From an optimization exercise on the open Yosys and OpenROAD flow, aimed at small area, a short achievable clock period and few clock cycles; shortcuts taken in it are not production practice.
Only simulation tests tie the RTL to the original design; equivalence was not proved.
No activity file was given, so power comes from the tool's default toggle rates.

[run.sh]
#!/bin/bash
# synth_recipe.tcl (not shown) runs the flow's synth.tcl, then flattens the netlist and writes it again
# the make line also repeats each setting of config.mk as NAME=value (left out here)
make -C /OpenROAD-flow-scripts/flow DESIGN_CONFIG=/design/flow/config.mk WORK_HOME=/design/flow/orfs CLKGATE_MAP_FILE= SYNTH_SCRIPT=/design/flow/synth_recipe.tcl finish
[config.mk]
export PLATFORM = sky130hd
export DESIGN_NAME = lz77_dec
export DESIGN_NICKNAME = lz77_dec
export VERILOG_FILES = /design/flow/design.v
export SDC_FILE = /design/flow/constraint.sdc
export NUM_CORES = 4
export LEC_CHECK = 0
export CAP_MARGIN = 20
export CORE_MARGIN = 2
export CORE_UTILIZATION = 40
export SLEW_MARGIN = 20
[constraint.sdc]
create_clock -name core_clock -period 8.0 [get_ports {clk}]
set_input_delay 1.6000 -clock core_clock [delete_from_list [all_inputs] [get_ports {clk}]]
set_output_delay 1.6000 -clock core_clock [all_outputs]
set_load 0.01 [all_outputs]
[design.v]
module lz77_dec (
    input  wire        clk,
    input  wire        rst,              
    input  wire        start,
    input  wire [15:0] npix,             
    output wire        busy,
    output wire        done,             
    output wire        err,              
    input  wire        in_valid,
    output wire        in_ready,
    input  wire [7:0]  in_byte,
    output wire        out_valid,
    input  wire        out_ready,
    output wire [23:0] out_pixel         
);
    localparam SW_N = 17;
    reg              busy_r;             
    reg              fin;                
    reg              err_r;
    reg              first;              
    reg [17:0]       rem;                
    reg [7:0]        tok;                
    reg              tok_v;
    reg [1:0]        chunk;              
    reg [7:0]        q;                  
    reg              q_v;
    reg [4*SW_N-1:0] sw;                 
    reg [1:0]        ph;                 
    reg [7:0]        pend;               
    reg              ov;
    reg [23:0]       pix;
    assign done      = busy_r && fin && !ov;
    assign busy      = busy_r && !done;
    assign err       = err_r;
    assign out_valid = ov;
    assign out_pixel = pix;
    wire       is_copy = tok[7];
    wire [3:0] lit_nib = tok[6:3];
    wire [3:0] off     = tok[3:0];
    wire [3:0] cp_len  = {1'b0, tok[6:4]} + 4'd2;
    reg  [3:0] tok_rem;
    always @* begin
        case (chunk)
            2'd0:    tok_rem = cp_len;
            2'd1:    tok_rem = cp_len - 4'd3;
            default: tok_rem = cp_len - 4'd6;
        endcase
        if (!is_copy) tok_rem = 4'd1;
    end
    wire       tok_last = (tok_rem <= 4'd3);
    wire [1:0] n        = tok_last ? tok_rem[1:0] : 2'd3;
    wire       tok_err  = is_copy && (first || ({14'd0, tok_rem} > rem));
    wire       more     = !tok_err && ({14'd0, tok_rem} != rem);
    wire [3:0] x0 = is_copy ? sw[4*off +: 4] : lit_nib;
    wire [3:0] x1 = sw[4*off + 4 +: 4];
    wire [3:0] x2 = (off == 4'd15) ? sw[4*15 +: 4] : sw[4*off + 8 +: 4];
    wire stall = ov && !out_ready;
    wire go    = busy_r && !fin && tok_v && !stall;
    wire dec   = go && !tok_err;         
    wire tok_free = !tok_v || (go && (tok_last || tok_err));
    assign in_ready = busy_r && !fin && !q_v && (tok_v ? more : 1'b1);
    wire take_in = in_valid && in_ready;
    wire take_cmd = start && !busy;
    wire [2:0] tot = {1'b0, ph} + {1'b0, n};
    wire       pix_done = dec && (tot >= 3'd3);
    reg  [11:0] pix_n;
    reg  [7:0]  pend_n;
    always @* begin
        case (ph)
            2'd0:    pix_n = {x0, x1, x2};
            2'd1:    pix_n = {pend[3:0], x0, x1};
            default: pix_n = {pend[7:4], pend[3:0], x0};
        endcase
        case (tot)
            3'd1:    pend_n = {4'h0, x0};                    
            3'd2:    pend_n = (ph == 2'd0) ? {x0, x1} : {pend[3:0], x0};
            3'd4:    pend_n = {4'h0, (ph == 2'd1) ? x2 : x1};
            3'd5:    pend_n = {x1, x2};                      
            default: pend_n = pend;
        endcase
    end
    always @(posedge clk) begin
        if (dec) begin
            if (first)
                sw <= {SW_N{lit_nib}};
            else case (n)
                2'd1:    sw <= {x0, sw[4*SW_N-1:4]};
                2'd2:    sw <= {x1, x0, sw[4*SW_N-1:8]};
                default: sw <= {x2, x1, x0, sw[4*SW_N-1:12]};
            endcase
            pend <= pend_n;
        end
        if (pix_done)
            pix <= {pix_n[11:8], 4'h0, pix_n[7:4], 4'h0, pix_n[3:0], 4'h0};
        if (take_in && !(tok_free && !q_v))
            q <= in_byte;
        if (tok_free)
            tok <= q_v ? q : in_byte;
    end
    always @(posedge clk) begin
        if (rst) begin
            busy_r <= 1'b0;
            fin    <= 1'b0;
            err_r  <= 1'b0;
            first  <= 1'b0;
            rem    <= 18'd0;
            tok_v  <= 1'b0;
            chunk  <= 2'd0;
            q_v    <= 1'b0;
            ph     <= 2'd0;
            ov     <= 1'b0;
        end else begin
            if (ov && out_ready)
                ov <= 1'b0;
            if (pix_done)
                ov <= 1'b1;
            if (take_cmd) begin
                busy_r <= 1'b1;
                fin    <= (npix == 16'd0);
                err_r  <= 1'b0;
                first  <= 1'b1;
                rem    <= {npix, 1'b0} + {2'b00, npix};
                tok_v  <= 1'b0;
                chunk  <= 2'd0;
                q_v    <= 1'b0;
                ph     <= 2'd0;
            end else begin
                if (done)
                    busy_r <= 1'b0;
                if (go) begin
                    if (tok_err) begin
                        err_r <= 1'b1;
                        fin   <= 1'b1;
                    end else begin
                        first <= 1'b0;
                        rem   <= rem - {16'd0, n};
                        ph    <= (tot >= 3'd3) ? tot[1:0] - 2'd3 : tot[1:0];
                        if (rem == {16'd0, n})
                            fin <= 1'b1;
                    end
                    chunk <= tok_last ? 2'd0 : chunk + 2'd1;
                end
                if (tok_free) begin
                    tok_v <= q_v || take_in;
                    q_v   <= 1'b0;
                    if (q_v && take_in) q_v <= 1'b1;
                end else if (take_in) begin
                    q_v <= 1'b1;
                end
            end
        end
    end
endmodule
==> summary.md <==
| Metric | Value |
|---|---|
| Flop pwr share | `36.3%` |
| Comb pwr share | `29.1%` |
| Critical Path RT | `6.40 ns` |
| Max-cap violations | `0` |
| PD cells | `202 nW/um2` |
| Startpoint Class | `flop` |
| Vias in the first global route | `7821` |
| Net switching power | `734 uW` |
| Top cell type's share of synthesized area | `30.8%` |
| Most frequent cell after synthesis | `nor2_1` |
| Final Max Tran Viols | `0` |
| Clk Latency, worst-skew pair | `0.42 ns` |
| EDFF count, synth | `104` |
| Period minus WS final | `5.47 ns` |
| Post-cts repair resize count | `0` |
| Clk slew on worst S/H paths | `0.06 ns` |
| CTS Hold Bufs | `0` |
| Post-DRT Antenna Nets | `0` |
| TritonCTS Buffers | `17` |
| Peak VDD IR | `0.131 mV` |
| Worst-path fanout max | `8` |
| Share of cells above drive strength 1 | `10.8%` |
| Switching part of the total | `32.1%` |
| Die area | `26700 um2` |
| Yosys top cell by area | `edfxtp_1` |
| Root buffer cell | `clkbuf_16` |
| Cell Chain, Critical Path | `inv_1, ha_1, a21oi_1, xor2_1, o221ai_1, inv_1, ha_1, a21o_1, nand2_1, nand3_1, a21oi_1, o21ai_0, nor2_1, clkdlybuf4s50_1` |
| Final hold vios | `0` |
| Worst slack at placement | `3.01 ns` |
| Setup Viol. Count Final | `0` |
| # nets final | `1145` |
| Register area share after synthesis | `36.5%` |
| FP Rows | `58` |
| Synth warn | `1` |
| Worst hold path class | `reg -> reg` |
| Remaining Overflow, GRT | `0` |
| Synth cell count leaders | `115 x nor2_1, 104 x edfxtp_1, 103 x a21oi_1, 93 x o21ai_0, 68 x a22oi_1` |
| # DRC | `0` |
| Clock power share | `34.7%` |
| Pint | `1.55 mW` |
| PnR worst setup slack | `2.53 ns` |
| CP Capture Type | `primary output` |
| Sum Neg Setup Slack | `0 ns` |
| WL/cell | `17.8 um` |
| Antenna violations before repair | `0` |
| H-Tree Depth | `4` |
| Vias | `8411` |
| N_diodes | `0` |
| Drt first pass iters | `5` |
| First-pass GRT wire length | `40.9 mm` |
| Max Freq | `183 MHz` |
| Drt via density | `5.96` |
| Status | `complete, no violations` |
| Tightest Pin Transition | `0.963 ns` |
| Unrepaired setup endpoints after global routing | `false` |
| Netlist Area Pre-Place | `10100 um2` |
| Die H | `163 um` |
| Rel. slew slack | `35.8%` |
| Fin crit share | `68.4%` |
| Syn avg cell area | `9.47 um2` |
| CP max-delay cell | `clkdlybuf4s50_1` |
| Post-route cell area | `11300 um2` |
| WL final | `25.1 mm` |
| Data arrival time of the critical path | `3.87 ns` |
| Synth unique cells | `80` |
| Initial Util | `40.5%` |
| P_leak | `4.01 nW` |
| HPWL Detailed | `16.4 mm` |
| R2R Setup Slk | `3.33 ns` |
| Largest cells by area after synthesis | `edfxtp_1 31%, mux4_2 7.5%, dfxtp_1 5.7%, ha_1 5.4%, a21oi_1 5.1%` |
| Worst path max stage delay | `0.55 ns` |
| Ys async rst share | `0%` |
| Initial DRC Count | `750` |
| Fillers | `2384` |
| Placed Area | `10700 um2` |
| Gate Count Post-Synth | `1072` |
| Layout area overhead | `11.5%` |
| GRT Util Overall | `18.8%` |
| Largest net degree at the start of global routing | `120` |
| Top_reg_cell synth | `edfxtp_1` |
| CP Class | `reg -> out` |
| Count of input and output buffers | `45` |
| Placer Congestion | `0.851` |
| Number of post-CTS setup repair buffers | `0` |
| Synth Register Bits | `133` |
| Core area | `25000 um2` |
| Ports | `58` |
| Clock Skew | `0.0103 ns` |
| CTS tree | `built` |
| Clock tree sinks | `133` |
| CTS max path bufs | `2` |
| Die X | `163 um` |
-- power groups by stage --
stage | sequential (mW) | combinational [mW] | clock [mW]
2_1_floorplan | 0.833 | 0.517 | 0
3_3_place_gp | 0.842 | 0.641 | 0
3_5_place_dp | 0.843 | 0.650 | 0
4_1_cts | 0.829 | 0.654 | 0.802
5_1_grt | 0.832 | 0.741 | 0.834
6_report | 0.829 | 0.664 | 0.792
-- worst paths after layout --
check                                to             startpoint  cells past startpoint
setup / recovery               in_ready       tok[5]$_DFFE_PN_                     14
hold / removal    chunk[1]$_SDFFE_PP0P_  chunk[1]$_SDFFE_PP0P_                      2
setup reg to reg      pend[1]$_DFFE_PP_       tok[5]$_DFFE_PN_                     16
hold reg to reg   chunk[1]$_SDFFE_PP0P_  chunk[1]$_SDFFE_PP0P_                      2
-- state kept, by name, summed over array words and instances (netlist names) --
register  count
pend          8
chunk         2
ph            2
err_r         1
pix          12
tok_v         1
sw           68
q_v           1
first         1
fin           1
q             8
tok           8
busy_r        1
rem          18
ov            1
-- cell usage in the layout (no fill, tap or decap), types with 20 or more instances in the layout --
cell               n
a211oi_1          20
mux4_2            34
mux2i_1           33
a22oi_1           68
clkdlybuf4s50_1   45
nor2_1           115
nand2_1           54
o21ai_0           93
a21oi_1          103
ha_1              42
edfxtp_1         104
inv_1             54
dfxtp_1           28
-- cell type report --
class	count	area, um2	area share [%]
clock inverters	14	161	1.43
inverters	56	210	1.86
clock buffers	17	425	3.76
flip-flops and latches	133	3700	32.7
repair buffers	58	568	5.02
well taps	330	413	3.65
multi-input cells	803	5840	51.6
-- kinds of logic (layout without fill, tap and decap cells) --
| family | count (synthesis) | after routing | synth area share (%) |
|---|---|---|---|
| AOI/OAI and AO/OA | 376 | 376 | 24.1 |
| xor gates and xnor gates | 21 | 21 | 1.81 |
| adders and majority gates | 47 | 47 | 6.02 |
| buffers and inverters | 147 | 145 | 6.55 |
| DFF | 133 | 133 | 36.5 |
| muxes | 80 | 80 | 12.3 |
| other | 1 | 12 | 0.0370 |
| and+or+nand+nor | 267 | 267 | 12.7 |
-- worst max-delay path: cells and delay by family, from the launching register on --
family	cells	cell delay, ns
compound gates	5	0.99
xor+xnor	1	0.10
fa+ha+maj	2	0.67
buf+inv	3	0.93
flops	1	0.45
simple gates	3	0.32
-- metal layers --
layer	up-vias	global-route usage, %	routed length (um)
li1	4036	-	-
met3	25	3.50	1310
met4	0	3.70	321
met5	-	0	0
met1	4092	26.9	11800
met2	258	30.0	11600
-- stage by stage --
stage / power (mW) / std cells / util (%) / hold WS (ns)
floorplan: 1.35 / 1083 / - / 0.432
global placement: 1.48 / 1379 / 42.8 / 0.443
detailed placement: 1.49 / 1379 / 42.8 / 0.450
CTS: 2.28 / 1410 / 45.1 / 0.458
global route: 2.41 / 1411 / 45.2 / 0.502
finish: 2.29 / 1411 / 45.2 / 0.458
Testbench counts, summed over its fixed seeds: cycles 47,934.

afterwards: timing with drivers on the ports:
The results above use ideal ports. As a check the final layout listed here was re-extracted and re-timed, cells and wires unchanged. Step 1: set_driving_cell puts a clkbuf_16 on clk and a buf_2 on each other input, an assumption about the parent block. Step 2 adds t to the input delays and takes it off the output delays; t is the mean of the earliest and latest rising clock arrival at the registers after step 1. Input paths then give back, and output paths get back, about the clock's delay inside the block. a / b / c = no drivers / after step 1 / after step 2; a / b = the first two.
shift t [ns]: 0.460
slack for setup (ns): 2.529 / 2.485 / 2.945
worst setup path after step 2: register to output
worst register clock-pin slew, ns: 0.06 / 0.06
After both steps this run still meets setup and hold. For this run, drivers alone change the setup slack by -0.044 ns; drivers and shift together by +0.416 ns.
